Source: an optimization exercise on an open RTL-to-GDS flow (aim: small area). Production flows keep margins and buffers that such runs may drop. Where RTL was checked, it was by simulation tests only, not by an equivalence proof against the original. For runs 1 to 4, only the layout was checked, not whether the RTL still works. Power figures rest on the tool's default switching activity, not on a simulated workload.

--- design/flow/flow/run.sh ---
#!/bin/bash
# Own layout flow: the standard ORFS flow with two changes.
#  1. The final technology mapping (Yosys abc) uses flow/area.abc, an
#     area-oriented ABC script, instead of ORFS's speed script. Everything
#     else in synthesis is the standard flow's synthesis (synth_recipe.tcl), so the
#     registers and their names are the standard synthesis's.
#  2. Port buffers are buf_1 cells (BUFFER_PORTS_ARGS).
# Each tool's output goes to a log file in this folder; ORFS's own logs are
# under orfs/logs.
set -euo pipefail
W=$(pwd)
cat > "$W/own_synth.tcl" <<EOF
proc abc {args} {
  set i [lsearch -exact \$args -script]
  if {\$i >= 0} { lset args [expr {\$i + 1}] {$W/flow/area.abc} }
  yosys abc {*}\$args
}
source {$W/synth_recipe.tcl}
EOF
sed "s#/synth_recipe\.tcl#/own_synth.tcl#" standard.sh > own_standard.sh
grep -q own_synth.tcl own_standard.sh
bash own_standard.sh "BUFFER_PORTS_ARGS=-buffer_cell sky130_fd_sc_hd__buf_1" finish > "$W/orfs_make.log" 2>&1
test -s out/final.def
--- design/flow/flow/area.abc ---
&get -n
&st
&dch
&nf -R 1000
&put
--- design/flow/standard.sh ---
#!/bin/bash
# synth_recipe.tcl (not shown) runs the flow's synth.tcl, then flattens the netlist and writes it again
# the make line also repeats each setting of config.mk as NAME=value (left out here)
make -C /OpenROAD-flow-scripts/flow DESIGN_CONFIG=/design/flow/config.mk WORK_HOME=/design/flow/orfs CLKGATE_MAP_FILE= SYNTH_SCRIPT=/design/flow/synth_recipe.tcl "${@:-finish}"
--- design/flow/config.mk ---
export PLATFORM = sky130hd
export DESIGN_NAME = ooktx
export DESIGN_NICKNAME = ooktx
export VERILOG_FILES = /design/flow/design.v
export SDC_FILE = /design/flow/constraint.sdc
export NUM_CORES = 4
export LEC_CHECK = 0
export CAP_MARGIN = 20
export CORE_MARGIN = 2
export CORE_UTILIZATION = 40
export SLEW_MARGIN = 20
--- design/flow/constraint.sdc ---
create_clock -name core_clock -period 20.0 [get_ports {clk}]
set_input_delay 4.0000 -clock core_clock [delete_from_list [all_inputs] [get_ports {clk}]]
set_output_delay 4.0000 -clock core_clock [all_outputs]
set_load 0.01 [all_outputs]
--- design/flow/design.v ---
module ooktx (
    input  wire        clk,
    input  wire        rst,
    input  wire        us_tick,
    input  wire        bus_sel,
    input  wire        bus_wr,
    input  wire [4:0]  bus_addr,
    input  wire [31:0] bus_wdata,
    output reg  [31:0] bus_rdata,
    output wire        bus_err,
    output wire        ook_out
);
    localparam [1:0] PH_IDLE = 2'd0, PH_BIT = 2'd1, PH_GAP = 2'd2;
    reg [1:0]  cmd_var;
    reg        cmd_act;
    reg [3:0]  cmd_unit;
    reg [7:0]  cmd_reps;
    reg [31:0] ident;
    reg        st_done, st_errbusy, st_errvar;
    reg [31:0] now;
    reg [1:0]  cv;                  
    reg        ca;                  
    reg [25:0] cid;                 
    reg        cuok;                
    reg [1:0]  cx;                  
    reg [7:0]  creps;
    reg [1:0]  ph;
    reg [7:0]  rep;
    reg [2:0]  rpl;
    reg [8:0]  k;                   
    reg [8:0]  wc;                  
    reg        pin;
    reg        dl;                  
    assign ook_out = pin;
    wire       lrn   = ~cv[1] & ~cv[0];
    wire       hle   = cv[1];
    wire       hok   = cx[1];
    wire       valid = ~(cv[1] & cv[0]);
    wire [2:0] hv    = {cid[6] & cid[5], cid[6] & ~cid[5], cid[4]};
    wire [2:0] uv    = {cid[3] | (cid[2] & (cid[1] | cid[0])), ~(cid[1] ^ cid[0]), ~cid[0]};
    wire [5:0] q  = k[8:3];         
    wire [2:0] kb = k[2:0];         
    reg [3:0] tnd;
    always @* begin
        case ({hle, hok, cuok})
            3'b000, 3'b100:         tnd = 4'd3;
            3'b001, 3'b010, 3'b101: tnd = 4'd7;
            3'b011:                 tnd = 4'd11;
            3'b110:                 tnd = 4'd9;
            default:                tnd = 4'd13;
        endcase
    end
    wire q_hi = q[5] | q[4];
    wire tlt  = ~q_hi & (q[3:0] < tnd);
    wire tend = ~q_hi & (q[3:0] == tnd + 4'd1);
    wire [3:0] q4  = q[3:0];
    wire [3:0] hq  = hle ? q4 - 4'd2 : q4;          
    wire [3:0] us  = hok ? (hle ? 4'd6 : 4'd4) : 4'd0;
    wire [3:0] uq  = q4 - us;                         
    reg td;
    always @* begin
        td = 1'b0;
        if (hok && hq == 4'd1) td = hv[2];
        if (hok && hq == 4'd2) td = hv[1];
        if (hok && hq == 4'd3) td = hv[0];
        if (cuok && uq == 4'd1) td = uv[2];
        if (cuok && uq == 4'd2) td = uv[1];
        if (cuok && uq == 4'd3) td = uv[0];
        if (q4 == tnd - (hle ? 4'd3 : 4'd2)) td = 1'b1;
        if (q4 == tnd - 4'd1) td = ca;
        if (q_hi) td = 1'b0;
    end
    wire id_slot = (q != 6'd0) && (q <= 6'd26);
    reg  lv;
    always @* begin
        case (q)
            6'd28:   lv = ~ca;
            6'd29:   lv = 1'b1;
            6'd30:   lv = 1'b1;
            6'd31:   lv = cx[0];
            6'd32:   lv = cx[1];
            default: lv = id_slot & cid[25];
        endcase
    end
    wire inr  = ~q[5] | (cuok & (q[4:1] == 4'd0));
    wire lend = (k == {4'b1001, cuok, 4'b0101});    
    reg fnext;
    always @* begin
        fnext = 1'b0;
        if (lrn) begin
            case (kb)
                3'd1: fnext = (q[5:1] != 5'd0) & inr & ~dl;    
                3'd2: fnext = (q != 6'd0) & inr;                
                3'd3: fnext = lv;                               
                default: ;
            endcase
        end else begin
            case (kb)
                3'd3, 3'd7: fnext = tlt;                        
                3'd4, 3'd5: fnext = td;                         
                default: ;
            endcase
        end
    end
    function [31:0] inc(input [31:0] a, input ci);
        integer i;
        reg c;
        begin
            c = ci;
            for (i = 0; i < 32; i = i + 1) begin
                inc[i] = a[i] ^ c;
                c = c & a[i];
            end
        end
    endfunction
    function [8:0] dec9(input [8:0] a);
        integer i;
        reg b;
        begin
            b = 1'b1;
            for (i = 0; i < 9; i = i + 1) begin
                dec9[i] = a[i] ^ b;
                b = b & ~a[i];
            end
        end
    endfunction
    wire       busy    = ph[0] | ph[1];
    wire       tb      = us_tick & busy;
    wire       wz      = (wc == 9'd0);
    wire       se      = tb & wz;                   
    wire       kend    = ph[0] ? (lrn ? lend : (tend & (kb == 3'd7)))
                               : (k == 9'd99);
    wire       rpl4    = rpl[2];
    wire [7:0] rep_inc = inc({24'd0, rep}, 1'b1);
    wire       replast = (rep_inc == creps);
    wire       fend    = se & ph[0] & kend;         
    wire       gend    = se & ph[1] & kend;         
    wire [31:0] t_now  = inc(now, us_tick);
    wire [1:0]  t_ph   = (fend & rpl4) ? PH_GAP :
                         gend ? (replast ? PH_IDLE : PH_BIT) : ph;
    wire        t_busy = t_ph[0] | t_ph[1];
    wire        t_done = st_done | (gend & replast);
    wire [8:0]  t_k    = se ? (kend ? 9'd0 : inc({23'd0, k}, 1'b1)) : k;
    wire [2:0]  t_rpl  = fend ? (rpl4 ? 3'd0 : inc({29'd0, rpl}, 1'b1)) : rpl;
    wire [7:0]  t_rep  = (gend & ~replast) ? rep_inc : rep;
    wire        t_pin  = se ? ((ph[0] & ~kend) ? fnext : t_ph[0]) : pin;
    wire        rot    = se & ph[0] & lrn & (kb == 3'd3) & id_slot;
    function [8:0] wm1(input [1:0] v, input gap);
        wm1 = gap ? 9'd349 : (v == 2'd0) ? 9'd249 : v[1] ? 9'd419 : 9'd349;
    endfunction
    wire [8:0]  t_wc   = tb ? (wz ? wm1(cv, t_ph[1]) : dec9(wc)) : wc;
    wire       a_ok   = (bus_addr[1:0] == 2'b00);
    wire [2:0] reg_ix = bus_addr[4:2];
    assign bus_err    = ~a_ok | (reg_ix == 3'd7);
    wire       wr     = bus_sel & bus_wr & a_ok;
    wire       wr_cmd = wr & (reg_ix == 3'd0);
    wire       wr_id  = wr & (reg_ix == 3'd1);
    wire       start  = wr & (reg_ix == 3'd2) & bus_wdata[0];
    wire       wr_st  = wr & (reg_ix == 3'd3);
    wire       wr_now = wr & (reg_ix == 3'd4) & ~t_busy;
    wire       acc    = start & ~t_busy & ~(cmd_var[1] & cmd_var[0]);
    wire [15:0] len  = ~valid ? 16'd0 :
                       lrn    ? {7'd0, 4'b1001, cuok, 4'b0110} :
                                {9'd0, tnd + 4'd2, 3'b000};
    wire        oor  = valid & ~(cuok & (lrn | hok));
    wire s_cmd = a_ok & (reg_ix == 3'd0);
    wire s_id  = a_ok & (reg_ix == 3'd1);
    wire s_st  = a_ok & (reg_ix == 3'd3);
    wire s_now = a_ok & (reg_ix == 3'd4);
    wire s_len = a_ok & (reg_ix == 3'd5);
    wire s_pos = a_ok & (reg_ix == 3'd6);
    wire s_rep = s_pos & t_busy;
    wire s_bit = s_pos & t_ph[0];
    always @* begin
        bus_rdata = ({32{s_id}} & ident) | ({32{s_now}} & t_now)
                  | {16'd0, {16{s_cmd}} & {cmd_reps, cmd_unit, 1'b0, cmd_act, cmd_var}}
                  | {24'd0, {8{s_st}} & {t_ph, t_pin, oor, st_errvar, st_errbusy, t_done, t_busy}}
                  | ({32{s_len}} & len)
                  | {{8{s_rep}} & t_rep, 5'd0, {3{s_bit}} & t_rpl, 7'd0, {9{s_bit}} & t_k};
    end
    wire uok_l = ~cmd_unit[3] & (cmd_unit[2] ? (~cmd_unit[1] & ~cmd_unit[0])
                                             : (cmd_unit[1] | cmd_unit[0]));
    wire [3:0] iu = ident[3:0];
    wire uok_4 = ~iu[3] & (iu[2] ? (~iu[1] & ~iu[0]) : (iu[1] | iu[0]));
    wire uok_8 = (~iu[3] & (iu[2] | iu[1] | iu[0])) | (iu == 4'd8);
    wire hok_t = ident[7] & (ident[6] | ident[5]);
    always @(posedge clk) begin
        if (rst) begin
            cmd_var    <= 2'd0;
            cmd_act    <= 1'b0;
            cmd_unit   <= 4'd1;
            cmd_reps   <= 8'd4;
            ident      <= 32'd0;
            st_done    <= 1'b0;
            st_errbusy <= 1'b0;
            st_errvar  <= 1'b0;
            now        <= 32'd0;
            cv         <= 2'd3;
            ph         <= PH_IDLE;
            pin        <= 1'b0;
        end else begin
            now     <= wr_now ? bus_wdata : t_now;
            ph      <= t_ph;
            rep     <= t_rep;
            rpl     <= t_rpl;
            k       <= t_k;
            wc      <= t_wc;
            pin     <= t_pin;
            st_done <= t_done & ~(wr_st & bus_wdata[1]);
            if (se & ph[0] & (kb == 3'd3)) dl <= lv;
            if (rot) cid <= {cid[24:0], cid[25]};
            if (wr_cmd) begin
                cmd_var  <= bus_wdata[1:0];
                cmd_act  <= bus_wdata[2];
                cmd_unit <= bus_wdata[7:4];
                cmd_reps <= bus_wdata[15:8];
            end
            if (wr_id) ident <= bus_wdata;
            if (wr_st & bus_wdata[2]) st_errbusy <= 1'b0;
            if (wr_st & bus_wdata[3]) st_errvar  <= 1'b0;
            if (start & t_busy) st_errbusy <= 1'b1;
            if (start & ~t_busy & cmd_var[1] & cmd_var[0]) st_errvar <= 1'b1;
            if (acc) begin
                cv    <= cmd_var;
                ca    <= cmd_act;
                cid   <= ident[25:0];
                creps <= cmd_reps;
                cuok  <= (cmd_var == 2'd0) ? uok_l : cmd_var[1] ? uok_4 : uok_8;
                cx    <= {(cmd_var == 2'd0) ? (uok_l & cmd_unit[0]) : hok_t,
                          uok_l & (cmd_unit[1] ^ cmd_unit[0])};
                st_done <= (cmd_reps == 8'd0);
                if (cmd_reps != 8'd0) begin
                    ph  <= PH_BIT;
                    rep <= 8'd0;
                    rpl <= 3'd0;
                    k   <= 9'd0;
                    wc  <= wm1(cmd_var, 1'b0);
                    pin <= 1'b1;
                end
            end
        end
    end
endmodule
==> flow_summary_export.csv, run 1 <==
group,metric,value,unit
outcome,run_status,"timing/DRC/antenna clean",
final_layout,nFillCells,1982,
pwr,p_total,704.2,uW
critical_path,worstPathRequired,16.00,ns
critical_path,cpMostUsedCell,"ha_1",
critical_path,cp_max_fo,3,
synthesis,synth.avg_cell_area,9.325,sq um
grt,antenna_found_initial,0,
critical_path,cp_data_arrival_time,10.37,ns
pwr,power.switching,172.7,uW
critical_path,r2r_setup_slack,13.53,ns
floorplanning,rows,52,
final_layout,mostFrequentLayoutCell,"nor2_1",
synthesis,synth-edff-count,68,
critical_path,crit_type,"in -> out",
sta,final_hold_viol_count,0,
sta,tns,0,ns
floorplanning,ios,76,
floorplanning,core_area,0.02017,sq mm
clock_tree,cts_repair_resize_count,0,
sta,clock_skew,0.008375,ns
sta,min_period,14.37,ns
clock_tree,root_buffer,"clkbuf_16",
clock_tree,insertion_delay,0.43,ns
final_layout,layout_common_cells,"nor2_1, o21ai_0, dfxtp_1, buf_1, ha_1",
detailed_routing,first_iter_violations,581,
clock_tree,cts_max_level,4,
pwr,intPower,531.5,uW
detailed_routing,post_drt_wl_per_cell,17.72,microns
sta,fmax,69.60,MHz
final_layout,final_layout_size_suffix_gt1_share,5.484,%
detailed_routing,firstDrtPassIters,8,
detailed_routing,viasPerCell,5.466,
final_layout,nets,1106,
critical_path,cpPeakStageDelay,0.22,ns
critical_path,end_kind,"output pin",
sta,finalMaxSlewViolations,0,
job,maxCapViolCount,0,
detailed_routing,vias,6958,
critical_path,cp_slowest_cell,"ha_1",
floorplanning,start_util,40.73,%
sta,relSlewSlack,26.25,%
grt,overflow,0,
synthesis,synth_cell_types,52,
detailed_routing,final_antenna_net_count,0,
clock_tree,clock_sinks,155,
synthesis,postSynth.asyncResetShare,0,%
pwr,worst_ir_drop_vdd,0.00006147,V
clock_tree,postCtsSetupBuffers,0,
pwr,switching_share,24.53,%
pwr,total_leakage_power,0.003884,uW
grt,grt_max_degree,106,
grt,grt_use_total,21.34,%
pwr,power.share.clock,46.6,%
sta,post-route-period-util,71.84,%
pwr,seq_power_share,48.3,%
synthesis,ys_seq_area_share,46.06,%
place,place_area,0.008971,sq mm
place,portBuffers,75,
grt,grt_first_pass_wirelength,36100,microns
synthesis,synth_nets,997,
floorplanning,fp.dieH,147.3,microns
sta,setup_violations,0,
critical_path,crit_path_start_kind,"input port",
synthesis,ys_seq_elements,155,
clock_tree,cts_tree,"yes",
clock_tree,cts_made_buffers,17,
floorplanning,die_w,147.3,microns
sta,tightest_slew,1.106,ns
grt,grt_pass1_vias,6553,
final_layout,diodes,0,
detailed_routing,drc_errors,0,
final_layout,final_util,47.56,%
floorplanning,dieArea,0.02170,sq mm
synthesis,synth_top_flop_cell,"dfxtp_1",
place,gp_congestion,0.8660,
clock_tree,clockBufferDepth,2,
synthesis,synth_warnings,1,
final_layout,final_cells,1273,
place,dp.final_hpwl,15820,microns
pwr,power_density,73.42,mW/mm^2
pwr,combPwrFrac,5.1,%
sta,rsz0062_at_grt,"false",
clock_tree,postCtsHoldBufs,0,
detailed_routing,wl,22560,microns
final_layout,syn_to_final_growth,16.75,%
final_layout,final_area,0.009592,sq mm
clock_tree,clk_pin_slew,0.07,ns
synthesis,syn_inst,881,
place,dpl.cell_count,1240,
worst_hold_path,hold_class,"reg -> reg",
synthesis,synthesis.area,0.008215,sq mm
-- cells by family (layout without fill, tap and decap cells) --
| kind of cell | after synthesis | in the layout | share of synthesized area, % |
|---|---|---|---|
| multiplexers | 34 | 34 | 4.508 |
| XOR/XNOR | 21 | 21 | 2.239 |
| AO/OA/AOI/OAI | 227 | 227 | 16.68 |
| buffers and inverters | 26 | 148 | 1.188 |
| adder cells (fa/ha/maj) | 74 | 74 | 11.36 |
| flip-flops | 155 | 155 | 46.06 |
| AND/OR/NAND/NOR | 344 | 344 | 17.97 |
-- Yosys cell counts (all sizes together), types with 6 or more instances --
| cell | count | share of area [%] |
|---|---|---|
| nor2 | 208 | 9.5 |
| o21ai | 112 | 6.8 |
| dfxtp | 87 | 21 |
| ha | 73 | 11 |
| edfxtp | 68 | 25 |
| nand2 | 61 | 2.8 |
| a21oi | 34 | 2.1 |
| clkinv | 26 | 1.2 |
| a22oi | 25 | 2.3 |
| mux2 | 24 | 3.3 |
| nor3 | 15 | 0.91 |
| nand3 | 14 | 0.85 |
| xnor2 | 13 | 1.4 |
| mux2i | 10 | 1.2 |
| xor2 | 8 | 0.85 |
| a222oi | 6 | 0.73 |
| a22o | 6 | 0.64 |
| nor2b | 6 | 0.46 |
| o211ai | 6 | 0.55 |
-- area by class of cell --
class | instances | area [sq um] | share of cell area [%]
clock buffer | 18 | 450.4 | 4.696
clock inverter | 14 | 155.1 | 1.618
inverter | 26 | 97.59 | 1.017
sequential | 155 | 3784 | 39.45
tap | 270 | 337.8 | 3.522
multi-input combinational | 700 | 4365 | 45.51
timing repair buffer | 90 | 401.6 | 4.187
-- power groups by stage --
stage,Clock [uW],Combinational (uW),Sequential (uW)
3_3_place_gp,0,35.2,347
4_1_cts,335,35.8,340
6_report,328,35.8,340
2_1_floorplan,0,21.4,345
3_5_place_dp,0,35.5,347
5_1_grt,347,40.5,341
-- metal layers --
metal | share of wire [%] | global-route usage (%)
met1 | 46 | 30.05
met2 | 47 | 33.48
met3 | 6.0 | 4.720
met4 | 1.1 | 5.288
met5 | 0 | 0
-- per-stage QoR --
stage / setup slack [ns] / hold slack [ns]
final: 5.632 / 0.4668
after global routing: 5.269 / 0.4926
after CTS: 5.618 / 0.4610
after detailed placement: 5.645 / 0.4550
after global placement: 5.670 / 0.4465
after floorplan: 6.185 / 0.4238
-- worst paths after layout --
path,start,to,cells past startpoint
worst min-delay path,cmd_unit[1]$_SDFFE_PP0P_,cmd_unit[1]$_SDFFE_PP0P_,2
worst max register to register,now[0]$_SDFF_PP0_,now[31]$_SDFF_PP0_,34
worst max-delay path,us_tick,bus_rdata[31],36
worst min register to register,cmd_unit[1]$_SDFFE_PP0P_,cmd_unit[1]$_SDFFE_PP0P_,2
-- registers in the layout (all words and copies together), names as in the netlist, 2 cells and up --
name      cells
ident        32
now          32
cid          26
k             9
wc            9
cmd_reps      8
creps         8
rep           8
cmd_unit      4
rpl           3
cmd_var       2
cv            2
cx            2
ph            2
-- critical path: cells and delay by family --
kind / cells / cell delay, ns
AO/OA/AOI/OAI: 2 / 0.26
XOR/XNOR: 1 / 0.17
adder cells (fa/ha/maj): 31 / 5.70
buffers and inverters: 2 / 0.26
==> inputs of run 2 (changes only) <==
--- a/design/flow/config.mk
+++ b/design/flow/config.mk
@@ -10,2 +10,3 @@
 export CORE_UTILIZATION = 40
+export CTS_BUF_LIST = sky130_fd_sc_hd__clkbuf_8
 export SLEW_MARGIN = 20
==> run 2 against run 1 <==
Compared with the run above:
- clock skew rose by 0.0050 ns
- final cell count barely moved
- clock power fell by 23%
- synthesized cell count did not move
- die area did not move
- non-clock buffer count fell by 1
- critical path type unchanged
- largest power group unchanged
==> flow_summary_export.csv, run 2 <==
group,metric,value,unit
critical_path,worstPathRequired,16.00,ns
synthesis,synthAdderAreaFrac,11.36,%
sta,clock_skew,0.01335,ns
grt,grt_use_total,21.25,%
detailed_routing,firstDrtPassIters,5,
synthesis,synth_xor_area_share,2.239,%
synthesis,synth_compound_area_share,16.68,%
final_layout,reg.largest.list,"ident: 32 flops, now: 32 flops, cid: 26 flops",
synthesis,synthesis.area,0.008215,sq mm
synthesis,synth_most_common_cell,"nor2_1",
clock_tree,insertion_delay,0.48,ns
final_layout,diodes,0,
final_layout,nFillCells,2005,
clock_tree,clock_sinks,155,
synthesis,ys_seq_area_share,46.06,%
sta,relSlewSlack,25.72,%
sta,post-route-period-util,71.87,%
detailed_routing,wl,22450,microns
grt,grt_first_pass_wirelength,36030,microns
detailed_routing,viasPerCell,5.492,
floorplanning,fp.dieH,147.3,microns
pwr,p_total,626.2,uW
sta,hold_slack,0.4681,ns
detailed_routing,post_drt_wl_per_cell,17.65,microns
final_layout,mostFrequentLayoutCell,"nor2_1",
clock_tree,postCtsHoldBufs,0,
pwr,power_density,66.68,mW/mm^2
clock_tree,clockBufferDepth,2,
clock_tree,root_buffer,"clkbuf_8",
clock_tree,postCtsSetupBuffers,0,
sta,min_period,14.37,ns
synthesis,synth-edff-count,68,
pwr,worst_ir_drop_vdd,0.00004472,V
clock_tree,cts_max_level,4,
place,place_area,0.008971,sq mm
synthesis,muxShareOfSynthArea,4.508,%
critical_path,cp_data_arrival_time,10.37,ns
synthesis,yosys.area.top_type,"edfxtp_1",
synthesis,synth_nets,997,
floorplanning,start_util,40.73,%
detailed_routing,first_iter_violations,591,
synthesis,synth_commonest_cells,"nor2_1, o21ai_0, dfxtp_1, ha_1, edfxtp_1",
synthesis,syn_inst,881,
sta,tns,0,ns
critical_path,end_kind,"output pin",
floorplanning,rows,52,
critical_path,path_depth,36,
clock_tree,cts_repair_resize_count,0,
synthesis,synth_warnings,1,
critical_path,crit_type,"in -> out",
place,dp.final_hpwl,15820,microns
critical_path,path_delay_family,"adder cells",
grt,overflow,0,
sta,setup_violations,0,
job,maxCapViolCount,0,
final_layout,syn_to_final_growth,14.32,%
sta,finalMaxSlewViolations,0,
worst_hold_path,hold_depth,2,
clock_tree,cts_made_buffers,17,
sta,rsz0062_at_grt,"false",
place,gp_congestion,0.8660,
critical_path,cp_max_fo,3,
grt,grt_max_degree,106,
floorplanning,core_area,0.02017,sq mm
grt,antenna_found_initial,0,
final_layout,layout_common_cells,"nor2_1, o21ai_0, dfxtp_1, buf_1, ha_1",
detailed_routing,drc_errors,0,
synthesis,synth_top_flop_cell,"dfxtp_1",
grt,grt_pass1_vias,6530,
floorplanning,die_w,147.3,microns
synthesis,ys_seq_elements,155,
final_layout,nets,1105,
clock_tree,clk_pin_slew,0.09,ns
synthesis,postSynth.asyncResetShare,0,%
sta,final_hold_viol_count,0,
synthesis,synthTopCellsByArea,"edfxtp_1, dfxtp_1, ha_1, nor2_1, o21ai_0",
critical_path,crit_path_start_kind,"input port",
place,place_ws,5.645,ns
critical_path,worst-r2r-cell-count,34,
place,portBuffers,75,
outcome,run_status,"timing/DRC/antenna clean",
final_layout,final_area,0.009392,sq mm
pwr,total_leakage_power,0.003791,uW
critical_path,cpPeakStageDelay,0.22,ns
worst_hold_path,hold_class,"reg -> reg",
floorplanning,ios,76,
synthesis,synth-simple-area-share,17.97,%
detailed_routing,vias,6986,
critical_path,cp_slowest_cell,"ha_1",
floorplanning,dieArea,0.02170,sq mm
clock_tree,cts_tree,"yes",
critical_path,crit_buf_inv,2,
sta,worst_slack,5.625,ns
synthesis,synth.avg_cell_area,9.325,sq um
synthesis,synth_cell_types,52,
detailed_routing,final_antenna_net_count,0,
sta,fmax,69.57,MHz
sta,tightest_slew,1.114,ns
synthesis,synth_top_family_by_area,"simple AND/OR/NAND/NOR gates",
synthesis,synth_top_cell_area_share,24.86,%
critical_path,cpMostUsedCell,"ha_1",
final_layout,final_layout_size_suffix_gt1_share,5.489,%
run 2: cell type report:
class	instances	area (sq um)	area share, %
Clock buffer	17	234.0	2.491
Timing Repair Buffer	89	386.6	4.117
Multi-Input combinational cell	700	4367	46.50
Tap cell	270	337.8	3.597
Sequential cell	155	3784	40.29
Inverter	26	97.59	1.039
Clock inverter	15	185.2	1.972
run 2: cells by family after synthesis:
| kind of cell | after synthesis |
|---|---|
| AND/OR/NAND/NOR | 344 |
| XOR/XNOR | 21 |
| buffers and inverters | 26 |
| AO/OA/AOI/OAI | 227 |
| flip-flops | 155 |
| adder cells (fa/ha/maj) | 74 |
| multiplexers | 34 |
run 2: worst paths after layout:
path | from | to | slack (ns)
worst min-delay path | st_errvar$_SDFFE_PP0P_ | st_errvar$_SDFFE_PP0P_ | 0.47
worst max-delay path | us_tick | bus_rdata[31] | 5.63
worst max register to register | now[0]$_SDFF_PP0_ | now[31]$_SDFF_PP0_ | 13.51
worst min register to register | st_errvar$_SDFFE_PP0P_ | st_errvar$_SDFFE_PP0P_ | 0.47
run 2: report_power, final:
part | leakage (uW) | internal, uW | switching, uW
Sequential | 0.00135 | 334 | 5.66
Clock | 0.000211 | 116 | 135
Combinational | 0.00223 | 13.0 | 22.7
run 2: through the flow:
| step | instances | util (%) |
|---|---|---|
| 2_1_floorplan | 881 | - |
| 3_3_place_gp | 1240 | 44.48 |
| 3_5_place_dp | 1240 | 44.48 |
| 4_1_cts | 1272 | 46.56 |
| 5_1_grt | 1272 | 46.56 |
| 6_report | 1272 | 46.56 |
run 2: tightest hold or removal path, cell delays in order, from the launching register on:
cell,delay (ns)
dfxtp_1,0.32
nand2_1,0.05
a21oi_1,0.06
run 2: per-layer routing:
layer / vias up / GRT usage [%] / wire length, microns / part of all wire (%)
li1: 3438 / - / - / -
met1: 3317 / 30.07 / 10400 / 46
met2: 210 / 33.43 / 10330 / 46
met3: 21 / 4.627 / 1493 / 6.6
met4: 0 / 4.856 / 237 / 1.1
met5: - / 0 / 0 / 0
==> inputs of run 3 (changes only) <==
--- a/design/flow/design.v
+++ b/design/flow/design.v
@@ -186,9 +186,19 @@
     wire hok_t = ident[7] & (ident[6] | ident[5]);
+    wire        c_ld  = wr_cmd & ~rst, c_kp  = ~wr_cmd & ~rst;
+    wire        i_ld  = wr_id & ~rst,  i_kp  = ~wr_id & ~rst;
+    wire        n_ld  = wr_now & ~rst, n_stp = ~wr_now & ~rst;
+    wire [14:0] cmd_q = {cmd_reps, cmd_unit, cmd_act, cmd_var};
+    wire [14:0] cmd_w = {bus_wdata[15:4], bus_wdata[2:0]};
+    wire [14:0] cmd_d = ({15{c_ld}} & cmd_w) | ({15{c_kp}} & cmd_q)
+                      | {5'd0, rst, 5'd0, rst, 3'd0};
+    wire id_ld = acc & ~rst, id_rot = rot & ~acc & ~rst, id_kp = ~id_ld & ~id_rot;
+    always @(posedge clk) begin
+        cid <= ({26{id_ld}} & ident[25:0]) | ({26{id_rot}} & {cid[24:0], cid[25]})
+             | ({26{id_kp}} & cid);
+        {cmd_reps, cmd_unit, cmd_act, cmd_var} <= cmd_d;
+        ident <= ({32{i_ld}} & bus_wdata) | ({32{i_kp}} & ident);
+        now   <= ({32{n_ld}} & bus_wdata) | ({32{n_stp}} & t_now);
+    end
     always @(posedge clk) begin
         if (rst) begin
-            cmd_var    <= 2'd0;
-            cmd_act    <= 1'b0;
-            cmd_unit   <= 4'd1;
-            cmd_reps   <= 8'd4;
-            ident      <= 32'd0;
             st_done    <= 1'b0;
@@ -196,3 +206,2 @@
             st_errvar  <= 1'b0;
-            now        <= 32'd0;
             cv         <= 2'd3;
@@ -201,3 +210,2 @@
         end else begin
-            now     <= wr_now ? bus_wdata : t_now;
             ph      <= t_ph;
@@ -210,10 +218,2 @@
             if (se & ph[0] & (kb == 3'd3)) dl <= lv;
-            if (rot) cid <= {cid[24:0], cid[25]};
-            if (wr_cmd) begin
-                cmd_var  <= bus_wdata[1:0];
-                cmd_act  <= bus_wdata[2];
-                cmd_unit <= bus_wdata[7:4];
-                cmd_reps <= bus_wdata[15:8];
-            end
-            if (wr_id) ident <= bus_wdata;
             if (wr_st & bus_wdata[2]) st_errbusy <= 1'b0;
@@ -225,3 +225,2 @@
                 ca    <= cmd_act;
-                cid   <= ident[25:0];
                 creps <= cmd_reps;
--- a/design/flow/config.mk
+++ b/design/flow/config.mk
@@ -7,3 +7,3 @@
 export LEC_CHECK = 0
-export CAP_MARGIN = 20
+export CAP_MARGIN = 0
 export CORE_MARGIN = 2
@@ -11,2 +11,2 @@
 export CTS_BUF_LIST = sky130_fd_sc_hd__clkbuf_8
-export SLEW_MARGIN = 20
+export SLEW_MARGIN = 0
==> run 3 against run 2 <==
Compared with the run above:
- via count decreased by 5.1%
- fmax decreased by 0.92%
- register-to-register slack about the same
- design area decreased by 5.6%
==> flow_summary_export.csv, run 3 <==
group,metric,value,unit
clock_tree,postCtsHoldBufs,0,
worst_hold_path,hold_end,"cid[21]$_DFF_P_",
detailed_routing,first_iter_violations,697,
sta,fmax,68.92,MHz
detailed_routing,wl,22100,microns
worst_hold_path,hold_depth,2,
place,place_ws,5.481,ns
final_layout,nFillCells,1831,
synthesis,postSynth.asyncResetShare,0,%
detailed_routing,final_antenna_net_count,0,
critical_path,cp_max_fo,3,
critical_path,crit_path_start_kind,"input port",
clock_tree,cts_repair_resize_count,0,
detailed_routing,vias,6633,
critical_path,r2r_setup_slack,13.51,ns
place,dp.final_hpwl,15540,microns
critical_path,reg2reg_from,"now[0]$_DFF_P_",
floorplanning,die_w,143.1,microns
detailed_routing,viasPerCell,5.743,
synthesis,ys_seq_area_share,45.53,%
clock_tree,clock_sinks,155,
sta,relSlewSlack,18.61,%
floorplanning,start_util,41.10,%
grt,grt_use_total,22.16,%
sta,min_period,14.51,ns
synthesis,synthesis.area,0.007739,sq mm
grt,grt_pass1_vias,6316,
detailed_routing,dr_wl_met2,9943,microns
clock_tree,cts_max_level,4,
synthesis,synth_commonest_cells,"dfxtp_1, nand2_1, a22o_1, ha_1, nor2_1",
detailed_routing,routed.top_layer,"met4",
critical_path,cpPeakStageDelay,0.22,ns
synthesis,synth.avg_cell_area,9.998,sq um
synthesis,ys_seq_elements,155,
floorplanning,rows,50,
synthesis,synth_most_common_cell,"dfxtp_1",
final_layout,mostFrequentLayoutCell,"dfxtp_1",
sta,hold_slack,0.4404,ns
final_layout,nets,996,
synthesis,synth_top_cell_area_share,29.23,%
floorplanning,dieArea,0.02047,sq mm
synthesis,synth_warnings,1,
place,gp_congestion,0.8462,
grt,grt_max_degree,40,
sta,setup_violations,0,
grt,grt_first_pass_wirelength,34780,microns
clock_tree,root_buffer,"clkbuf_8",
pwr,p_total,593.2,uW
grt,antenna_found_initial,1,
pwr,power_density,66.89,mW/mm^2
critical_path,cpMostUsedCell,"ha_1",
sta,finalMaxSlewViolations,0,
sta,clock_skew,0.02269,ns
final_layout,reg.largest.list,"ident: 32 flops, now: 32 flops, cid: 26 flops",
critical_path,worstPathRequired,16.00,ns
synthesis,synth_cell_types,47,
clock_tree,postCtsSetupBuffers,0,
sta,tns,0,ns
sta,final_hold_viol_count,0,
synthesis,synthTopCellsByArea,"dfxtp_1, edfxtp_1, ha_1, a22o_1, nand2_1",
detailed_routing,route.layer.met1.wl,10590,microns
final_layout,layout_common_cells,"dfxtp_1, nand2_1, a22o_1, buf_1, ha_1",
synthesis,syn_inst,774,
synthesis,yosys.area.top_type,"dfxtp_1",
floorplanning,fp.dieH,143.1,microns
synthesis,synth_nets,889,
detailed_routing,post_drt_wl_per_cell,19.14,microns
critical_path,crit_type,"in -> out",
sta,post-route-period-util,72.54,%
detailed_routing,wl_met3,1300,microns
synthesis,synth-edff-count,42,
place,portBuffers,75,
pwr,total_leakage_power,0.003476,uW
critical_path,timing.rr.end,"now[31]$_DFF_P_",
sta,rsz0062_at_grt,"false",
final_layout,syn_to_final_growth,14.60,%
worst_hold_path,hold_class,"reg -> reg",
clock_tree,cts_tree,"yes",
worst_hold_path,hp-start,"cid[21]$_DFF_P_",
floorplanning,ios,76,
grt,overflow,0,
clock_tree,clk_pin_slew,0.09,ns
sta,tightest_slew,1.208,ns
critical_path,cp_data_arrival_time,10.51,ns
final_layout,final_layout_size_suffix_gt1_share,5.817,%
clock_tree,cts_made_buffers,17,
critical_path,worst-r2r-cell-count,33,
job,maxCapViolCount,0,
outcome,run_status,"timing/DRC/antenna clean",
detailed_routing,firstDrtPassIters,6,
detailed_routing,drc_errors,0,
floorplanning,core_area,0.01883,sq mm
pwr,worst_ir_drop_vdd,0.00005357,V
synthesis,synth_top_flop_cell,"dfxtp_1",
clock_tree,clockBufferDepth,2,
critical_path,cp_slowest_cell,"ha_1",
clock_tree,insertion_delay,0.47,ns
sta,worst_slack,5.491,ns
critical_path,end_kind,"output pin",
## run 3: per-layer routing
metal / vias to the layer above / global-route usage [%]
met5: - / 0
met4: 0 / 6.149
met3: 17 / 4.628
met2: 200 / 34.27
met1: 3188 / 31.35
li1: 3228 / -
## run 3: cell type report
| cell class | instances | area [sq um] | share of cell area [%] |
|---|---|---|---|
| inverter | 36 | 135.1 | 1.524 |
| antenna | 1 | 2.502 | 0.02822 |
| multi-input combinational | 583 | 4136 | 46.64 |
| clock inverter | 14 | 118.9 | 1.340 |
| clock buffer | 18 | 247.7 | 2.793 |
| sequential | 155 | 3523 | 39.73 |
| tap | 260 | 325.3 | 3.668 |
| timing repair buffer | 88 | 379.1 | 4.275 |
## run 3: kinds of logic after synthesis
| group | Yosys count | share of synthesized area (%) |
|---|---|---|
| flops | 155 | 45.53 |
| simple gates | 226 | 13.26 |
| buf+inv | 36 | 1.746 |
| compound gates | 254 | 24.03 |
| mux | 8 | 1.051 |
| fa+ha+maj | 73 | 11.90 |
| xor+xnor | 22 | 2.490 |
## run 3: worst max-delay path by stage
| stage | end | depth (start not counted) | from |
|---|---|---|---|
| 2_1_floorplan | bus_rdata[31] | 34 | us_tick |
| 3_3_place_gp | bus_rdata[31] | 36 | us_tick |
| 3_5_place_dp | bus_rdata[31] | 36 | us_tick |
| 4_1_cts | bus_rdata[31] | 36 | us_tick |
| 5_1_grt | bus_rdata[31] | 36 | us_tick |
| 6_report | bus_rdata[31] | 36 | us_tick |
## run 3: report_power, final
part	internal (uW)	switching (uW)	total, uW	leakage (uW)
Clock	102	123	225	0.000193
Sequential	327	5.34	332	0.00132
Combinational	12.6	23.5	36.1	0.00196
## run 3: worst max-delay path: cells and delay by family
family / cells / cell delay, ns
buf+inv: 2 / 0.34
compound gates: 2 / 0.19
fa+ha+maj: 31 / 5.79
xor+xnor: 1 / 0.21
## run 3: per-stage QoR
step | utilization [%] | instance area [sq um] | std cells
after floorplan | - | 7739 | 774
after global placement | 45.14 | 8499 | 1122
after detailed placement | 45.14 | 8499 | 1122
after CTS | 47.08 | 8866 | 1154
after global routing | 47.08 | 8866 | 1154
final | 47.10 | 8869 | 1155
==> inputs of run 4 (changes only) <==
--- a/design/flow/config.mk
+++ b/design/flow/config.mk
@@ -11,2 +11,4 @@
 export CTS_BUF_LIST = sky130_fd_sc_hd__clkbuf_8
+export CTS_CLUSTER_DIAMETER = 100
+export CTS_CLUSTER_SIZE = 30
 export SLEW_MARGIN = 0
==> run 4 against run 3 <==
Compared with the run above:
- critical path type unchanged
- largest cell class unchanged
- combinational power about the same
- sequential share of layout area stayed put
- global-route usage stayed put
==> flow_summary_export.csv, run 4 <==
group,metric,value,unit
detailed_routing,vias,6633,
sta,rsz0062_at_grt,"false",
sta,worst_slack,5.491,ns
place,dpl.cell_count,1122,
final_layout,final_cells,1155,
final_layout,layout_common_cells,"dfxtp_1, nand2_1, a22o_1, buf_1, ha_1",
critical_path,cp_slowest_cell,"ha_1",
detailed_routing,first_iter_violations,697,
grt,antenna_found_initial,1,
detailed_routing,firstDrtPassIters,6,
final_layout,final_area,0.008869,sq mm
final_layout,final_layout_size_suffix_gt1_share,5.817,%
clock_tree,root_buffer,"clkbuf_8",
critical_path,end_kind,"output pin",
floorplanning,ios,76,
floorplanning,fp.dieH,143.1,microns
critical_path,cp_max_fo,3,
sta,relSlewSlack,18.61,%
clock_tree,postCtsSetupBuffers,0,
detailed_routing,final_antenna_net_count,0,
critical_path,crit_path_start_kind,"input port",
synthesis,synthesis.area,0.007739,sq mm
synthesis,synth_commonest_cells,"dfxtp_1, nand2_1, a22o_1, ha_1, nor2_1",
grt,grt_max_degree,40,
sta,min_period,14.51,ns
floorplanning,start_util,41.10,%
clock_tree,cts_tree,"yes",
critical_path,cp_data_arrival_time,10.51,ns
clock_tree,postCtsHoldBufs,0,
sta,setup_violations,0,
synthesis,synthTopCellsByArea,"dfxtp_1, edfxtp_1, ha_1, a22o_1, nand2_1",
grt,grt_first_pass_wirelength,34780,microns
pwr,power_density,66.89,mW/mm^2
sta,finalMaxSlewViolations,0,
synthesis,synth_most_common_cell,"dfxtp_1",
final_layout,mostFrequentLayoutCell,"dfxtp_1",
synthesis,ys_seq_area_share,45.53,%
synthesis,synth-edff-count,42,
detailed_routing,wl,22100,microns
critical_path,cpPeakStageDelay,0.22,ns
place,dp.final_hpwl,15540,microns
grt,overflow,0,
synthesis,synth_top_flop_cell,"dfxtp_1",
synthesis,ys_seq_elements,155,
sta,fmax,68.92,MHz
clock_tree,cts_max_level,4,
clock_tree,clk_pin_slew,0.09,ns
pwr,total_leakage_power,0.003476,uW
worst_hold_path,hold_class,"reg -> reg",
place,place_area,0.008499,sq mm
floorplanning,die_w,143.1,microns
critical_path,worstPathRequired,16.00,ns
grt,grt_use_total,22.16,%
place,gp_congestion,0.8462,
detailed_routing,post_drt_wl_per_cell,19.14,microns
final_layout,nets,996,
clock_tree,clockBufferDepth,2,
critical_path,crit_type,"in -> out",
synthesis,synth_top_cell_area_share,29.23,%
sta,tns,0,ns
clock_tree,cts_made_buffers,17,
pwr,worst_ir_drop_vdd,0.00005357,V
grt,grt_pass1_vias,6316,
clock_tree,cts_repair_resize_count,0,
synthesis,syn_inst,774,
synthesis,synth_cell_types,47,
clock_tree,insertion_delay,0.47,ns
final_layout,final_util,47.10,%
sta,post-route-period-util,72.54,%
place,portBuffers,75,
synthesis,synth_nets,889,
sta,clock_skew,0.02269,ns
detailed_routing,viasPerCell,5.743,
synthesis,postSynth.asyncResetShare,0,%
synthesis,yosys.area.top_type,"dfxtp_1",
synthesis,synth_warnings,1,
detailed_routing,drc_errors,0,
clock_tree,clock_sinks,155,
floorplanning,dieArea,0.02047,sq mm
outcome,run_status,"timing/DRC/antenna clean",
sta,tightest_slew,1.208,ns
floorplanning,core_area,0.01883,sq mm
critical_path,cpMostUsedCell,"ha_1",
final_layout,reg.largest.list,"ident: 32 flops, now: 32 flops, cid: 26 flops",
place,place_ws,5.481,ns
final_layout,syn_to_final_growth,14.60,%
sta,final_hold_viol_count,0,
job,maxCapViolCount,0,
synthesis,synth.avg_cell_area,9.998,sq um
floorplanning,rows,50,
==> run 4: metrics by stage <==
| step | total power [uW] | hold WS (ns) |
|---|---|---|
| 2_1_floorplan | 357.9 | 0.4165 |
| 3_3_place_gp | 374.6 | 0.4267 |
| 3_5_place_dp | 375.0 | 0.4295 |
| 4_1_cts | 597.6 | 0.4425 |
| 5_1_grt | 615.7 | 0.4581 |
| 6_report | 593.2 | 0.4404 |
==> run 4: final cells by class <==
class,instances,area (sq um)
clock inverters,14,118.9
multi-input cells,583,4136
clock buffers,18,247.7
diodes,1,2.502
repair buffers,88,379.1
flip-flops and latches,155,3523
well taps,260,325.3
fillers,1831,9962
inverters,36,135.1
==> run 4: worst paths after layout <==
kind                   start              end  slack [ns]  depth (start not counted)
min          cid[21]$_DFF_P_  cid[21]$_DFF_P_        0.44                          2
max                  us_tick    bus_rdata[31]        5.49                         36
min reg2reg  cid[21]$_DFF_P_  cid[21]$_DFF_P_        0.44                          2
max reg2reg   now[0]$_DFF_P_  now[31]$_DFF_P_       13.51                         33
==> run 4: report_power, final <==
part / total, uW / switching (uW) / internal [uW]
logic: 36.1 / 23.5 / 12.6
registers: 332 / 5.34 / 327
clock network: 225 / 123 / 102
==> run 4: logic make-up (layout without fill, tap and decap cells) <==
logic type / Yosys count / count (layout) / synth area share, %
AO/OA/AOI/OAI: 254 / 254 / 24.03
XOR/XNOR: 22 / 22 / 2.490
adder cells (fa/ha/maj): 73 / 73 / 11.90
buffers and inverters: 36 / 156 / 1.746
flip-flops: 155 / 155 / 45.53
multiplexers: 8 / 8 / 1.051
other: 0 / 1 / 0
AND/OR/NAND/NOR: 226 / 226 / 13.26
==> run 4: critical path: cells and delay by family <==
kind	cells	cell delay, ns
AO/OA/AOI/OAI	2	0.19
XOR/XNOR	1	0.21
adder cells (fa/ha/maj)	31	5.79
buffers and inverters	2	0.34
==> run 4: per-layer routing <==
layer / global-route usage [%] / share of wire (%) / wire (microns) / vias up
met5: 0 / 0 / 0 / -
met4: 6.149 / 1.2 / 269 / 0
met3: 4.628 / 5.9 / 1300 / 17
met2: 34.27 / 45 / 9943 / 200
met1: 31.35 / 48 / 10590 / 3188
li1: - / - / - / 3228
==> inputs of run 5 (changes only) <==
--- a/design/flow/design.v
+++ b/design/flow/design.v
@@ -150,3 +150,2 @@
     endfunction
-    wire [8:0]  t_wc   = tb ? (wz ? wm1(cv, t_ph[1]) : dec9(wc)) : wc;
     wire       a_ok   = (bus_addr[1:0] == 2'b00);
@@ -194,3 +193,18 @@
     wire id_ld = acc & ~rst, id_rot = rot & ~acc & ~rst, id_kp = ~id_ld & ~id_rot;
+    wire       go    = acc & (cmd_reps != 8'd0) & ~rst;
+    wire       wc_ld = se | go;
+    wire       wc_dn = tb & ~wz & ~rst;
+    wire       wc_kp = ~tb & ~go;
+    wire [8:0] wc_r  = wm1(go ? cmd_var : cv, t_ph[1] & ~go);
+    wire       k_inc = se & ~kend & ~rst;
+    wire       k_kp  = ~se & ~go;
+    wire       r_inc = gend & ~replast & ~rst;
+    wire       r_kp  = ~(gend & ~replast) & ~go;
+    wire       p_inc = fend & ~rpl4 & ~rst;
+    wire       p_kp  = ~fend & ~go;
     always @(posedge clk) begin
+        wc  <= ({9{wc_ld}} & wc_r) | ({9{wc_dn}} & dec9(wc)) | ({9{wc_kp}} & wc);
+        k   <= ({9{k_inc}} & inc({23'd0, k}, 1'b1)) | ({9{k_kp}} & k);
+        rep <= ({8{r_inc}} & rep_inc) | ({8{r_kp}} & rep);
+        rpl <= ({3{p_inc}} & inc({29'd0, rpl}, 1'b1)) | ({3{p_kp}} & rpl);
         cid <= ({26{id_ld}} & ident[25:0]) | ({26{id_rot}} & {cid[24:0], cid[25]})
@@ -211,6 +225,2 @@
             ph      <= t_ph;
-            rep     <= t_rep;
-            rpl     <= t_rpl;
-            k       <= t_k;
-            wc      <= t_wc;
             pin     <= t_pin;
@@ -232,6 +242,2 @@
                     ph  <= PH_BIT;
-                    rep <= 8'd0;
-                    rpl <= 3'd0;
-                    k   <= 9'd0;
-                    wc  <= wm1(cmd_var, 1'b0);
                     pin <= 1'b1;
--- a/design/flow/config.mk
+++ b/design/flow/config.mk
@@ -11,4 +11,2 @@
 export CTS_BUF_LIST = sky130_fd_sc_hd__clkbuf_8
-export CTS_CLUSTER_DIAMETER = 100
-export CTS_CLUSTER_SIZE = 30
 export SLEW_MARGIN = 0
==> run 5 against run 4 <==
Compared with the run above:
- still clean on timing, DRC and antenna
- total power rose by 4.2%
- area after synthesis fell by 2.7%
- combinational power rose by 25%
- register-to-register slack barely moved
- core utilization fell by 0.52 points
- clock skew fell by 0.013 ns
- largest cell class unchanged
- highest routed layer unchanged
==> flow_summary_export.csv, run 5 <==
group,metric,value,unit
outcome,run_status,"timing/DRC/antenna clean",
critical_path,crit_path_start_kind,"input port",
pwr,total_leakage_power,0.003537,uW
clock_tree,clk_pin_slew,0.08,ns
clock_tree,postCtsSetupBuffers,0,
clock_tree,clock_sinks,155,
sta,min_period,14.42,ns
synthesis,synth_nets,894,
grt,grt_max_degree,40,
clock_tree,cts_tree,"yes",
floorplanning,fp.dieH,141.2,microns
synthesis,synth_top_flop_cell,"dfxtp_1",
place,gp_congestion,0.8505,
sta,hold_slack,0.4388,ns
sta,rsz0062_at_grt,"false",
final_layout,final_util,46.58,%
place,place_area,0.008238,sq mm
critical_path,cp_data_arrival_time,10.42,ns
synthesis,synth_warnings,1,
grt,overflow,0,
floorplanning,die_w,141.2,microns
sta,tns,0,ns
worst_hold_path,hold_class,"reg -> reg",
critical_path,cp_slowest_cell,"ha_1",
pwr,power_density,71.40,mW/mm^2
sta,post-route-period-util,72.08,%
synthesis,synthTopCellsByArea,"dfxtp_1, ha_1, a22o_1, nand2_1, edfxtp_1",
synthesis,ys_seq_area_share,42.94,%
sta,finalMaxSlewViolations,0,
floorplanning,ios,76,
clock_tree,cts_max_level,4,
grt,grt_first_pass_wirelength,33730,microns
clock_tree,postCtsHoldBufs,0,
synthesis,synth_commonest_cells,"dfxtp_1, nand2_1, a22o_1, ha_1, a22oi_1",
clock_tree,cts_made_buffers,17,
synthesis,syn_inst,780,
synthesis,synth-edff-count,13,
floorplanning,core_area,0.01858,sq mm
final_layout,final_layout_size_suffix_gt1_share,5.339,%
critical_path,end_kind,"output pin",
detailed_routing,drc_errors,0,
floorplanning,start_util,40.52,%
final_layout,nets,1000,
detailed_routing,vias,6547,
final_layout,nFillCells,1805,
clock_tree,root_buffer,"clkbuf_8",
final_layout,diodes,0,
detailed_routing,final_antenna_net_count,0,
critical_path,worstPathRequired,16.00,ns
clock_tree,insertion_delay,0.45,ns
final_layout,reg.largest.list,"ident: 32 flops, now: 32 flops, cid: 26 flops",
sta,clock_skew,0.01001,ns
sta,fmax,69.37,MHz
place,place_ws,5.550,ns
sta,worst_slack,5.584,ns
sta,tightest_slew,1.095,ns
final_layout,regArea,0.003233,sq mm
sta,setup_violations,0,
sta,relSlewSlack,27.00,%
synthesis,yosys.area.top_type,"dfxtp_1",
clock_tree,cts_repair_resize_count,0,
critical_path,cpMostUsedCell,"ha_1",
synthesis,synth.avg_cell_area,9.652,sq um
synthesis,synth_top_cell_area_share,37.76,%
clock_tree,clockBufferDepth,2,
detailed_routing,firstDrtPassIters,6,
final_layout,syn_to_final_growth,14.96,%
final_layout,mostFrequentLayoutCell,"dfxtp_1",
floorplanning,rows,50,
critical_path,cp-startpoint,"us_tick",
grt,grt_use_total,21.59,%
detailed_routing,first_iter_violations,474,
synthesis,synthesis.area,0.007528,sq mm
critical_path,cp_max_fo,2,
place,dp.final_hpwl,15160,microns
floorplanning,dieArea,0.01993,sq mm
worst_hold_path,hp-start,"cid[24]$_DFF_P_",
detailed_routing,wl,21220,microns
synthesis,ys_seq_elements,155,
final_layout,multiInputGateArea,0.004198,sq mm
final_layout,layout_common_cells,"dfxtp_1, nand2_1, a22o_1, buf_1, ha_1",
critical_path,cpPeakStageDelay,0.22,ns
sta,final_hold_viol_count,0,
synthesis,synth_cell_types,48,
critical_path,crit_type,"in -> out",
job,maxCapViolCount,0,
pwr,worst_ir_drop_vdd,0.00003860,V
synthesis,synth_most_common_cell,"dfxtp_1",
detailed_routing,viasPerCell,5.778,
grt,grt_pass1_vias,6311,
place,portBuffers,75,
final_layout,final_area,0.008655,sq mm
synthesis,postSynth.asyncResetShare,0,%
critical_path,reg2reg_from,"now[0]$_DFF_P_",
grt,antenna_found_initial,0,
detailed_routing,post_drt_wl_per_cell,18.73,microns
-- run 5: metrics by stage --
stage	instances	total power [uW]
2_1_floorplan	780	356.8
3_3_place_gp	1101	375.0
3_5_place_dp	1101	376.0
4_1_cts	1133	622.0
5_1_grt	1133	643.1
6_report	1133	617.9
-- run 5: layout make-up --
cell class              instances  share of cell area (%)
clock buffers                  18                   2.863
multi-input cells             587                   48.50
repair buffers                 87                   4.294
clock inverters                14                   1.952
well taps                     234                   3.383
flip-flops and latches        155                   37.36
inverters                      38                   1.648
-- run 5: final timing paths --
kind | to | slack, ns | cells past startpoint
worst max-delay path | bus_rdata[31] | 5.58 | 36
worst min register to register | cid[24]$_DFF_P_ | 0.44 | 2
worst min-delay path | cid[24]$_DFF_P_ | 0.44 | 2
worst max register to register | now[31]$_DFF_P_ | 13.52 | 33
-- run 5: kinds of logic after synthesis --
| family | synth area share, % |
|---|---|
| flops | 42.94 |
| buf+inv | 1.895 |
| fa+ha+maj | 12.07 |
| compound gates | 26.39 |
| simple gates | 12.70 |
| xor+xnor | 2.676 |
| mux | 1.330 |
-- run 5: layer usage --
layer | up-vias | routed length [microns] | track usage (%)
met5 | - | 0 | 0
met4 | 0 | 366 | 6.421
met3 | 24 | 1010 | 3.940
met2 | 161 | 9800 | 34.24
met1 | 3141 | 10050 | 30.06
li1 | 3221 | - | -
-- run 5: worst max-delay path, delay by kind of cell --
kind            cells  cell delay, ns
fa+ha+maj          31            5.76
buf+inv             2            0.26
compound gates      2            0.23
xor+xnor            1            0.17
-- run 5: where the power goes --
group	switching (uW)	internal, uW
combinational	27.8	17.4
clock	122	127
sequential	6.86	317
==> inputs of run 6 (changes only) <==
--- a/design/flow/design.v
+++ b/design/flow/design.v
@@ -55,19 +55,19 @@
     wire tend = ~q_hi & (q[3:0] == tnd + 4'd1);
-    wire [3:0] q4  = q[3:0];
-    wire [3:0] hq  = hle ? q4 - 4'd2 : q4;          
-    wire [3:0] us  = hok ? (hle ? 4'd6 : 4'd4) : 4'd0;
-    wire [3:0] uq  = q4 - us;                         
-    reg td;
-    always @* begin
-        td = 1'b0;
-        if (hok && hq == 4'd1) td = hv[2];
-        if (hok && hq == 4'd2) td = hv[1];
-        if (hok && hq == 4'd3) td = hv[0];
-        if (cuok && uq == 4'd1) td = uv[2];
-        if (cuok && uq == 4'd2) td = uv[1];
-        if (cuok && uq == 4'd3) td = uv[0];
-        if (q4 == tnd - (hle ? 4'd3 : 4'd2)) td = 1'b1;
-        if (q4 == tnd - 4'd1) td = ca;
-        if (q_hi) td = 1'b0;
-    end
+    wire [3:0] p    = q[3:0] - {2'b00, hle & hok, 1'b0};
+    wire [2:0] f1   = hok ? hv : uv;
+    wire [2:0] g    = p[2] ? uv : f1;
+    wire       gsel = p[2] ? (hok & cuok) : (hok | cuok);
+    reg        gb;
+    always @* begin
+        case (p[1:0])
+            2'd1:    gb = g[2];
+            2'd2:    gb = g[1];
+            2'd3:    gb = g[0];
+            default: gb = 1'b0;
+        endcase
+    end
+    wire [1:0] ps   = {hok & cuok, hok ^ cuok};      
+    wire       td   = ~q_hi & ((~p[3] & gsel & gb)
+                             | (p == {ps, 1'b0, ~hle})
+                             | ((p == {ps, 2'b10}) & ca));
     wire id_slot = (q != 6'd0) && (q <= 6'd26);
@@ -115,17 +115,9 @@
     endfunction
-    function [8:0] dec9(input [8:0] a);
-        integer i;
-        reg b;
-        begin
-            b = 1'b1;
-            for (i = 0; i < 9; i = i + 1) begin
-                dec9[i] = a[i] ^ b;
-                b = b & ~a[i];
-            end
-        end
-    endfunction
     wire       busy    = ph[0] | ph[1];
     wire       tb      = us_tick & busy;
-    wire       wz      = (wc == 9'd0);
-    wire       se      = tb & wz;                   
+    function [8:0] wm1(input [1:0] v, input gap);
+        wm1 = gap ? 9'd349 : (v == 2'd0) ? 9'd249 : v[1] ? 9'd419 : 9'd349;
+    endfunction
+    wire       wend    = (wc == wm1(cv, ph[1]));    
+    wire       se      = tb & wend;                 
     wire       kend    = ph[0] ? (lrn ? lend : (tend & (kb == 3'd7)))
@@ -133,6 +125,7 @@
     wire       rpl4    = rpl[2];
-    wire [7:0] rep_inc = inc({24'd0, rep}, 1'b1);
-    wire       replast = (rep_inc == creps);
+    wire       gtop    = se & ph[1] & kend;         
+    wire [7:0] rep_inc = inc({24'd0, rep}, gtop);   
+    wire       replast = (rep_inc == creps);        
     wire       fend    = se & ph[0] & kend;         
-    wire       gend    = se & ph[1] & kend;         
+    wire       gend    = gtop;
     wire [31:0] t_now  = inc(now, us_tick);
@@ -142,10 +135,9 @@
     wire        t_done = st_done | (gend & replast);
-    wire [8:0]  t_k    = se ? (kend ? 9'd0 : inc({23'd0, k}, 1'b1)) : k;
-    wire [2:0]  t_rpl  = fend ? (rpl4 ? 3'd0 : inc({29'd0, rpl}, 1'b1)) : rpl;
-    wire [7:0]  t_rep  = (gend & ~replast) ? rep_inc : rep;
+    wire        k_clr  = se & kend;
+    wire        p_clr  = fend & rpl4;
+    wire [8:0]  t_k    = {9{~k_clr}} & inc({23'd0, k}, se);
+    wire [2:0]  t_rpl  = {3{~p_clr}} & inc({29'd0, rpl}, fend);
+    wire [7:0]  t_rep  = rep_inc;                   
     wire        t_pin  = se ? ((ph[0] & ~kend) ? fnext : t_ph[0]) : pin;
     wire        rot    = se & ph[0] & lrn & (kb == 3'd3) & id_slot;
-    function [8:0] wm1(input [1:0] v, input gap);
-        wm1 = gap ? 9'd349 : (v == 2'd0) ? 9'd249 : v[1] ? 9'd419 : 9'd349;
-    endfunction
     wire       a_ok   = (bus_addr[1:0] == 2'b00);
@@ -194,17 +186,7 @@
     wire       go    = acc & (cmd_reps != 8'd0) & ~rst;
-    wire       wc_ld = se | go;
-    wire       wc_dn = tb & ~wz & ~rst;
-    wire       wc_kp = ~tb & ~go;
-    wire [8:0] wc_r  = wm1(go ? cmd_var : cv, t_ph[1] & ~go);
-    wire       k_inc = se & ~kend & ~rst;
-    wire       k_kp  = ~se & ~go;
-    wire       r_inc = gend & ~replast & ~rst;
-    wire       r_kp  = ~(gend & ~replast) & ~go;
-    wire       p_inc = fend & ~rpl4 & ~rst;
-    wire       p_kp  = ~fend & ~go;
     always @(posedge clk) begin
-        wc  <= ({9{wc_ld}} & wc_r) | ({9{wc_dn}} & dec9(wc)) | ({9{wc_kp}} & wc);
-        k   <= ({9{k_inc}} & inc({23'd0, k}, 1'b1)) | ({9{k_kp}} & k);
-        rep <= ({8{r_inc}} & rep_inc) | ({8{r_kp}} & rep);
-        rpl <= ({3{p_inc}} & inc({29'd0, rpl}, 1'b1)) | ({3{p_kp}} & rpl);
+        wc  <= {9{~(se | go)}} & inc({23'd0, wc}, tb);
+        k   <= {9{~go}} & t_k;
+        rep <= {8{~go}} & t_rep;
+        rpl <= {3{~go}} & t_rpl;
         cid <= ({26{id_ld}} & ident[25:0]) | ({26{id_rot}} & {cid[24:0], cid[25]})
==> design/flow/flow/run.sh (replaced) <==
#!/bin/bash
set -euo pipefail
W=$(pwd)
cat > "$W/own_synth.tcl" <<EOF
proc abc {args} {
  set i [lsearch -exact \$args -script]
  if {\$i >= 0} { lset args [expr {\$i + 1}] {$W/flow/area.abc} }
  yosys abc {*}\$args
}
source {$W/synth_recipe.tcl}
EOF
sed "s#/synth_recipe\.tcl#/own_synth.tcl#" standard.sh > own_standard.sh
grep -q own_synth.tcl own_standard.sh
bash own_standard.sh "BUFFER_PORTS_ARGS=-buffer_cell sky130_fd_sc_hd__buf_1" \
    "CTS_ARGS=-sink_clustering_enable -repair_clock_nets -buf_list sky130_fd_sc_hd__clkbuf_8 -dont_use_dummy_load" \
    finish > "$W/orfs_make.log" 2>&1
test -s out/final.def
==> design/flow/flow/area.abc (replaced) <==
strash
dc2
&get -n
&st
&dch
&nf -R 1000 -p
&st
&synch2
&nf -R 1000 -p
&put
--- a/design/flow/config.mk
+++ b/design/flow/config.mk
@@ -9,4 +9,5 @@
 export CORE_MARGIN = 2
-export CORE_UTILIZATION = 40
+export CORE_UTILIZATION = 60
 export CTS_BUF_LIST = sky130_fd_sc_hd__clkbuf_8
+export PLACE_DENSITY = 0.85
 export SLEW_MARGIN = 0
==> run 6 against run 5 <==
Compared with the run above:
- clock power down 31%
- die area is 36% lower
- global-route usage increased by 9.6 points
- largest cell class unchanged
- first-iteration DRC count is 60% higher
- fmax fell by 1.6%
- register-to-register slack got worse by 1.8 ns
==> flow_summary_export.csv, run 6 <==
group,metric,value,unit
detailed_routing,post_drt_wl_per_cell,20.50,microns
synthesis,syn_inst,710,
sta,setup_violations,0,
clock_tree,postCtsSetupBuffers,0,
critical_path,reg2reg_from,"cuok$_DFFE_PN_",
detailed_routing,firstDrtPassIters,17,
detailed_routing,first_iter_violations,757,
pwr,power.share.clock,34.2,%
grt,grt_max_degree,42,
sta,relSlewSlack,15.77,%
floorplanning,core_area,0.01152,sq mm
outcome,run_status,"timing/DRC/antenna clean",
critical_path,cp_max_fo,2,
final_layout,diodes,0,
synthesis,synth_top_family_by_area,"compound AO/OA/AOI/OAI gates",
sta,finalMaxSlewViolations,0,
grt,overflow,0,
sta,rsz0062_at_grt,"false",
critical_path,cp-startpoint,"us_tick",
pwr,combPwrFrac,3.4,%
synthesis,synthAdderAreaFrac,12.66,%
pwr,seq_power_share,62.3,%
detailed_routing,vias,6367,
final_layout,layout_common_cells,"dfxtp_1, nand2_1, a22o_1, buf_1, ha_1",
clock_tree,cts_tree,"yes",
pwr,worst_ir_drop_vdd,0.00006158,V
sta,min_period,14.65,ns
synthesis,synth_compound_area_share,22.94,%
sta,tns,0,ns
synthesis,synth.avg_cell_area,10.03,sq um
grt,grt_pass1_vias,6238,
final_layout,syn_to_final_growth,11.50,%
synthesis,synthesis.area,0.007118,sq mm
pwr,intPower,393.4,uW
floorplanning,ios,76,
clock_tree,clk_pin_slew,0.07,ns
pwr,power_density,63.55,mW/mm^2
synthesis,synth_top_cell_area_share,39.94,%
final_layout,final_layout_size_suffix_gt1_share,4.680,%
clock_tree,clock_sinks,155,
synthesis,synth_nets,824,
sta,final_hold_viol_count,0,
sta,post-route-period-util,73.27,%
grt,antenna_found_initial,0,
floorplanning,start_util,61.81,%
synthesis,muxShareOfSynthArea,0.1582,%
final_layout,mostFrequentLayoutCell,"dfxtp_1",
sta,tightest_slew,1.258,ns
critical_path,end_kind,"output pin",
detailed_routing,viasPerCell,6.667,
synthesis,synth_commonest_cells,"dfxtp_1, nand2_1, a22o_1, ha_1, nor2_1",
synthesis,synth_most_common_cell,"dfxtp_1",
pwr,switching_share,22.01,%
job,maxCapViolCount,0,
clock_tree,postCtsHoldBufs,0,
critical_path,worstPathRequired,16.00,ns
synthesis,synth-simple-area-share,14.40,%
synthesis,synth_top_flop_cell,"dfxtp_1",
place,dp.final_hpwl,13630,microns
synthesis,postSynth.asyncResetShare,0,%
floorplanning,fp.dieH,112.9,microns
critical_path,crit_path_start_kind,"input port",
final_layout,nFillCells,892,
clock_tree,root_buffer,"clkbuf_8",
synthesis,synth-edff-count,13,
place,gp_congestion,0.9734,
place,place_area,0.007702,sq mm
clock_tree,cts_made_buffers,17,
detailed_routing,wl,19570,microns
clock_tree,insertion_delay,0.46,ns
critical_path,cp_data_arrival_time,10.65,ns
synthesis,ys_seq_elements,155,
floorplanning,dieArea,0.01275,sq mm
clock_tree,clockBufferDepth,2,
synthesis,synth_xor_area_share,2.584,%
final_layout,final_area,0.007936,sq mm
critical_path,crit_type,"in -> out",
sta,clock_skew,0.02437,ns
synthesis,synthTopCellsByArea,"dfxtp_1, ha_1, a22o_1, edfxtp_1, nand2_1",
clock_tree,cts_max_level,4,
pwr,total_leakage_power,0.003428,uW
place,portBuffers,75,
critical_path,cpPeakStageDelay,0.38,ns
critical_path,cp_slowest_cell,"a222oi_1",
worst_hold_path,hp-start,"cid[22]$_DFF_P_",
synthesis,synth_warnings,1,
critical_path,cpMostUsedCell,"ha_1",
grt,grt_use_total,31.18,%
synthesis,yosys.area.top_type,"dfxtp_1",
sta,fmax,68.24,MHz
pwr,power.switching,111.0,uW
grt,grt_first_pass_wirelength,31370,microns
synthesis,ys_seq_area_share,45.42,%
floorplanning,die_w,112.9,microns
detailed_routing,drc_errors,0,
floorplanning,rows,39,
final_layout,nets,928,
synthesis,synth_cell_types,44,
worst_hold_path,hold_class,"reg -> reg",
clock_tree,cts_repair_resize_count,0,
detailed_routing,final_antenna_net_count,0,
final_layout,reg.largest.list,"ident: 32 flops, now: 32 flops, cid: 26 flops",
run 6: changes by cell type after synthesis, sizes merged, moves of 8 or more:
cell,change
o211ai,-9
a22oi,-12
nand2,-19
a21oi,-12
o21ai,-25
and3,+11
a22o,-8
mux2i,-10
run 6: layout make-up:
class	count	area, sq um	share of cell area [%]
well taps	143	178.9	2.254
repair buffers	85	356.6	4.493
flip-flops and latches	155	3233	40.74
multi-input cells	520	3802	47.91
inverters	35	131.4	1.655
clock buffers	17	234.0	2.948
run 6: power by group through the flow:
| stage | sequential (uW) | combinational [uW] | clock, uW |
|---|---|---|---|
| after CTS | 314 | 16.8 | 174 |
| after global placement | 321 | 16.0 | 0 |
| final | 314 | 17.4 | 173 |
| after detailed placement | 321 | 16.7 | 0 |
| after global routing | 314 | 18.3 | 186 |
| after floorplan | 321 | 6.47 | 0 |
run 6: logic make-up after synthesis:
kind of cell    count (synthesis)
xor+xnor                       21
flops                         155
fa+ha+maj                      72
compound gates                209
mux                             1
simple gates                  217
buf+inv                        35
run 6: metal layers:
layer / GRT usage [%] / share of wire (%)
met2: 50.08 / 47
met1: 41.39 / 41
met4: 13.74 / 2.7
met5: 0 / 0
met3: 5.785 / 8.9
run 6: per-stage QoR:
stage	std cells	setup WS, ns	util (%)	total power, uW	hold WS, ns
after global placement	938	5.575	66.88	337.4	0.4250
after CTS	955	5.355	68.92	505.2	0.4426
after global routing	955	5.048	68.92	518.5	0.4723
after detailed placement	938	5.389	66.88	338.2	0.4318
final	955	5.345	68.92	504.4	0.4439
after floorplan	710	6.088	-	327.7	0.4165
run 6: worst paths after layout:
check	endpoint	slack [ns]	cells after the start
hold / removal	cid[22]$_DFF_P_	0.44	2
setup reg to reg	k[0]$_DFF_P_	11.75	29
setup / recovery	bus_rdata[30]	5.35	35
hold reg to reg	cid[22]$_DFF_P_	0.44	2
run 6: worst max-delay path, delay by kind of cell:
| kind | cells | cell delay [ns] |
|---|---|---|
| adders and majority gates | 31 | 5.89 |
| AOI/OAI and AO/OA | 1 | 0.38 |
| buffers and inverters | 3 | 0.37 |

what the ideal ports hide:
How much do the figures lean on ideal ports? The routed layouts below were timed once more, with nothing changed but the port constraints.
Step 1: set_driving_cell puts a clkbuf_16 on clk and a buf_2 on each other input, an assumption about the parent block.
Step 2 moves the port delays by t, midway between the first and last clock arrival at a register: inputs arrive t later, outputs are due t later. That takes back most of the time a late clock gives input paths.
Slacks: ideal ports / drivers / drivers and shift; pairs: ideal ports / drivers.
run | t (ns) | setup WS [ns] | latest minus earliest clock arrival (ns)
run 1 | 0.471 | 5.632 / 5.607 / 5.607 | 0.009 / 0.010
run 2 | 0.508 | 5.625 / 5.601 / 5.601 | 0.014 / 0.013
run 3 | 0.490 | 5.491 / 5.466 / 5.466 | 0.022 / 0.023
run 4 | 0.490 | 5.491 / 5.466 / 5.466 | 0.022 / 0.023
run 5 | 0.491 | 5.584 / 5.560 / 5.560 | 0.010 / 0.010
run 6 | 0.481 | 5.345 / 5.318 / 5.318 | 0.024 / 0.024
After both steps setup and hold are still met in every run listed. The setup slack of run 6, which loses most, moves by -0.027 ns with the drivers and by -0.027 ns with both steps.
